This is an optimization exercise on Yosys and OpenROAD, whose aim is small area, a short achievable clock period and few clock cycles per item, not a production implementation. The RTL was checked by simulation tests, not by an equivalence proof against the original design. No activity file was given, so power comes from the tool's default toggle rates.

==> flow/design.v <==
module lzss_dec (
    input  wire       clk,
    input  wire       rst,
    input  wire       in_valid,
    input  wire [7:0] in_data,
    input  wire       in_last,
    output wire       in_ready,
    output wire       out_valid,
    output wire [7:0] out_data,
    input  wire       out_ready,
    output wire       done
);
    reg  [31:0]   bb;         
    reg  [5:0]    bcnt;       
    reg           tok_ok;     
    reg           last_seen;  
    reg           in_rdy;
    reg           done_r;
    reg           a_v;        
    reg           a_lit;
    reg           a_last;     
    reg  [7:0]    a_byte;     
    reg  [3:0]    a_cnt;      
    reg  [8:0]    a_idx;      
    reg  [31:0]   a_hsel;     
    reg  [15:0]   a_lsel;     
    reg  [4095:0] win;        
    reg           ov, sv;
    reg           go;         
    reg  [7:0]    od;
    reg  [127:0] blk;
    reg  [7:0]   rd;
    integer h, l;
    always @(*) begin
        blk = 128'd0;
        for (h = 0; h < 32; h = h + 1)
            blk = blk | (win[h*128 +: 128] & {128{a_hsel[h]}});
        rd = 8'd0;
        for (l = 0; l < 16; l = l + 1)
            rd = rd | (blk[l*8 +: 8] & {8{a_lsel[l]}});
    end
    wire emit   = go;
    wire a_done = emit && a_last;
    wire a_free = !a_v || a_done;
    wire [7:0] ebyte = a_lit ? a_byte : rd;
    wire       top    = bb[31];
    wire       a_load = tok_ok && a_free;
    wire       ld_lit = a_load && top;
    wire       ld_ref = a_load && !top;
    wire [8:0] t_idx  = bb[30:22];
    wire [3:0] t_cnt  = bb[21:18];
    wire   take_in = in_valid && in_rdy;
    wire [31:0] ins    = {in_data, 24'd0} >> bcnt;
    wire [31:0] imask  = {8'hFF, 24'd0} >> bcnt;
    wire [31:0] bb_w   = (bb & ~imask) | ins;
    wire [31:0] bb_nw  = ld_lit ? {bb_w[22:0], 9'd0}
                       : ld_ref ? {bb_w[17:0], 14'd0} : bb_w;
    wire [31:0] bb_nn  = ld_lit ? {bb[22:0], 9'd0}
                       : ld_ref ? {bb[17:0], 14'd0} : bb;
    wire [31:0] bb_n   = take_in ? bb_nw : bb_nn;
    wire [5:0]  bc_p8  = bcnt + 6'd8;
    wire [5:0]  bc_m1  = bcnt - 6'd1;
    wire [5:0]  bc_m6  = bcnt - 6'd6;
    wire [5:0]  bc_m9  = bcnt - 6'd9;
    wire [5:0]  bc_m14 = bcnt - 6'd14;
    wire [5:0]  bcnt_n = take_in ? (ld_lit ? bc_m1 : ld_ref ? bc_m6 : bc_p8)
                                 : (ld_lit ? bc_m9 : ld_ref ? bc_m14 : bcnt);
    wire        room_n = a_load || (take_in ? (bcnt <= 6'd16) : (bcnt <= 6'd24));
    wire stall  = ov && !out_ready;
    wire a_v_n  = a_load || (a_v && !a_done);
    wire sv_n   = stall && (sv || emit);
    wire ov_n   = stall || sv || emit;
    wire fin = last_seen && !tok_ok && !a_v && !sv && (!ov || out_ready);
    wire last_n = !fin && (last_seen || (take_in && in_last));
    assign in_ready  = in_rdy;
    assign done      = done_r;
    assign out_valid = ov;
    assign out_data  = od;
    always @(posedge clk) begin
        if (rst) begin
            bcnt      <= 6'd0;
            tok_ok    <= 1'b0;
            last_seen <= 1'b0;
            in_rdy    <= 1'b1;
            done_r    <= 1'b0;
            a_v       <= 1'b0;
            ov        <= 1'b0;
            sv        <= 1'b0;
            go        <= 1'b0;
        end else begin
            bb        <= bb_n;
            bcnt      <= fin ? 6'd0 : bcnt_n;
            tok_ok    <= !fin && (bcnt_n >= 6'd9) && (bb_n[31] || bcnt_n >= 6'd14);
            last_seen <= last_n;
            in_rdy    <= !last_n && (fin || room_n);
            done_r    <= fin;
            a_v <= a_v_n;
            sv  <= sv_n;
            ov  <= ov_n;
            go  <= a_v_n && !sv_n;
            if (a_load) begin
                a_lit  <= top;
                a_last <= top || (t_cnt == 4'd0);
                a_byte <= bb[30:23];
                a_cnt  <= t_cnt;
            end else if (emit) begin
                a_cnt  <= a_cnt - 4'd1;
                a_last <= (a_cnt == 4'd1);
            end
        end
    end
    always @(posedge clk) begin
        a_idx  <= a_load ? t_idx : a_idx;
        a_hsel <= a_load ? 32'd1 << t_idx[8:4] : 32'd1 << a_idx[8:4];
        a_lsel <= a_load ? 16'd1 << t_idx[3:0] : 16'd1 << a_idx[3:0];
        if (emit)
            win <= {win[4087:0], ebyte};
        if (stall)
            od <= sv ? win[15:8] : win[7:0];
        else
            od <= sv ? win[7:0] : ebyte;
    end
endmodule
Settings: LEC_CHECK=0, ABC_CLOCK_PERIOD_IN_PS=3000, CAP_MARGIN=20, CORE_MARGIN=2, CORE_UTILIZATION=40, CTS_CLUSTER_DIAMETER=100, CTS_CLUSTER_SIZE=24, SETUP_SLACK_MARGIN=4.0, SLEW_MARGIN=20; clock period 7.0 ns.
standard.sh (not shown) runs the stock make flow with config.mk's settings and CLKGATE_MAP_FILE= SYNTH_SCRIPT=/design/flow/synth_recipe.tcl, a recipe that flattens the netlist after the stock synthesis.
==> flow/flow/run.sh <==
#!/bin/bash
set -euo pipefail
export BUFFER_PORTS_ARGS="-buffer_cell sky130_fd_sc_hd__buf_2"
bash standard.sh > standard_make.log 2>&1
The first run went through all stages and came out clean.
Testbench counts at the start, summed over its fixed seeds: cycles 78,221, items 77,597.
==> next run, changes <==
--- a/flow/design.v
+++ b/flow/design.v
@@ -10,11 +10,10 @@
     input  wire       out_ready,
     output wire       done
 );
     reg  [31:0]   bb;         
     reg  [5:0]    bcnt;       
-    reg           tok_ok;     
     reg           last_seen;  
     reg           in_rdy;
     reg           done_r;
     reg           a_v;        
     reg           a_lit;
@@ -24,11 +23,10 @@
     reg  [8:0]    a_idx;      
     reg  [31:0]   a_hsel;     
     reg  [15:0]   a_lsel;     
     reg  [4095:0] win;        
     reg           ov, sv;
-    reg           go;         
     reg  [7:0]    od;
     reg  [127:0] blk;
     reg  [7:0]   rd;
     integer h, l;
     always @(*) begin
@@ -37,15 +35,16 @@
             blk = blk | (win[h*128 +: 128] & {128{a_hsel[h]}});
         rd = 8'd0;
         for (l = 0; l < 16; l = l + 1)
             rd = rd | (blk[l*8 +: 8] & {8{a_lsel[l]}});
     end
-    wire emit   = go;
+    wire emit   = a_v && !sv;
     wire a_done = emit && a_last;
     wire a_free = !a_v || a_done;
     wire [7:0] ebyte = a_lit ? a_byte : rd;
     wire       top    = bb[31];
+    wire       tok_ok = (bcnt >= 6'd9) && (top || bcnt >= 6'd14);
     wire       a_load = tok_ok && a_free;
     wire       ld_lit = a_load && top;
     wire       ld_ref = a_load && !top;
     wire [8:0] t_idx  = bb[30:22];
     wire [3:0] t_cnt  = bb[21:18];
@@ -64,60 +63,61 @@
     wire [5:0]  bc_m9  = bcnt - 6'd9;
     wire [5:0]  bc_m14 = bcnt - 6'd14;
     wire [5:0]  bcnt_n = take_in ? (ld_lit ? bc_m1 : ld_ref ? bc_m6 : bc_p8)
                                  : (ld_lit ? bc_m9 : ld_ref ? bc_m14 : bcnt);
     wire        room_n = a_load || (take_in ? (bcnt <= 6'd16) : (bcnt <= 6'd24));
-    wire stall  = ov && !out_ready;
-    wire a_v_n  = a_load || (a_v && !a_done);
-    wire sv_n   = stall && (sv || emit);
-    wire ov_n   = stall || sv || emit;
     wire fin = last_seen && !tok_ok && !a_v && !sv && (!ov || out_ready);
     wire last_n = !fin && (last_seen || (take_in && in_last));
     assign in_ready  = in_rdy;
     assign done      = done_r;
     assign out_valid = ov;
     assign out_data  = od;
     always @(posedge clk) begin
         if (rst) begin
             bcnt      <= 6'd0;
-            tok_ok    <= 1'b0;
             last_seen <= 1'b0;
             in_rdy    <= 1'b1;
             done_r    <= 1'b0;
             a_v       <= 1'b0;
             ov        <= 1'b0;
             sv        <= 1'b0;
-            go        <= 1'b0;
         end else begin
             bb        <= bb_n;
             bcnt      <= fin ? 6'd0 : bcnt_n;
-            tok_ok    <= !fin && (bcnt_n >= 6'd9) && (bb_n[31] || bcnt_n >= 6'd14);
             last_seen <= last_n;
             in_rdy    <= !last_n && (fin || room_n);
             done_r    <= fin;
-            a_v <= a_v_n;
-            sv  <= sv_n;
-            ov  <= ov_n;
-            go  <= a_v_n && !sv_n;
             if (a_load) begin
+                a_v    <= 1'b1;
                 a_lit  <= top;
                 a_last <= top || (t_cnt == 4'd0);
                 a_byte <= bb[30:23];
                 a_cnt  <= t_cnt;
             end else if (emit) begin
                 a_cnt  <= a_cnt - 4'd1;
                 a_last <= (a_cnt == 4'd1);
+                if (a_done)
+                    a_v <= 1'b0;
+            end
+            if (ov && !out_ready) begin
+                if (emit)
+                    sv <= 1'b1;
+            end else if (sv) begin
+                ov <= 1'b1;
+                sv <= 1'b0;
+            end else begin
+                ov <= emit;
             end
         end
     end
     always @(posedge clk) begin
         a_idx  <= a_load ? t_idx : a_idx;
         a_hsel <= a_load ? 32'd1 << t_idx[8:4] : 32'd1 << a_idx[8:4];
         a_lsel <= a_load ? 16'd1 << t_idx[3:0] : 16'd1 << a_idx[3:0];
         if (emit)
             win <= {win[4087:0], ebyte};
-        if (stall)
+        if (ov && !out_ready)
             od <= sv ? win[15:8] : win[7:0];
         else
             od <= sv ? win[7:0] : ebyte;
     end
 endmodule
Outcome: The new run ran to the end with no violations; die area hardly moves; cell count decreases slightly; total power increases by roughly a tenth; design area decreases by a few percent; global-route usage decreases by 2.4 points; count of clock-buffer cells in the layout decreases by 19; setup slack improved by 0.22 ns; sequential share of layout area increases by 1.7 points; core utilization decreases by 1.1 points; clock power is about the same; routed wire length decreases by a few percent; synthesized cell count decreases slightly.
Testbench counts after the change, summed over its fixed seeds: cycles 78,221, items 77,597.

what the ideal ports hide:
The flow's constraints put no driver on any port. The routed layouts listed below were extracted and timed again, unchanged, in two steps.
Step 1 sets driving cells, clkbuf_16 on the clock port and buf_2 on the other inputs (assumed; they add their load-dependent delay and slew).
Step 2, shift: input delay + t, output delay - t, t = (earliest + latest rising clock arrival at the registers) / 2. This alone moves slack from input paths to output paths.
Three values: ideal ports, drivers, drivers and shift; two values: the first two.
run | t (ns) | setup WS [ns] | hold slack, ns | worst setup path at the end | pins driven straight from the clock port
the first run | 1.047 | 3.718 / 3.718 / 3.391 | 0.421 / 0.421 / 0.421 | input to register | 1
the second run | 1.030 | 3.934 / 3.910 / 3.302 | 0.421 / 0.421 / 0.421 | input to register | 1
After both steps every run listed still meets setup and hold. The setup slack of the second run, which loses most, moves by -0.024 ns with the drivers and by -0.632 ns with both steps.
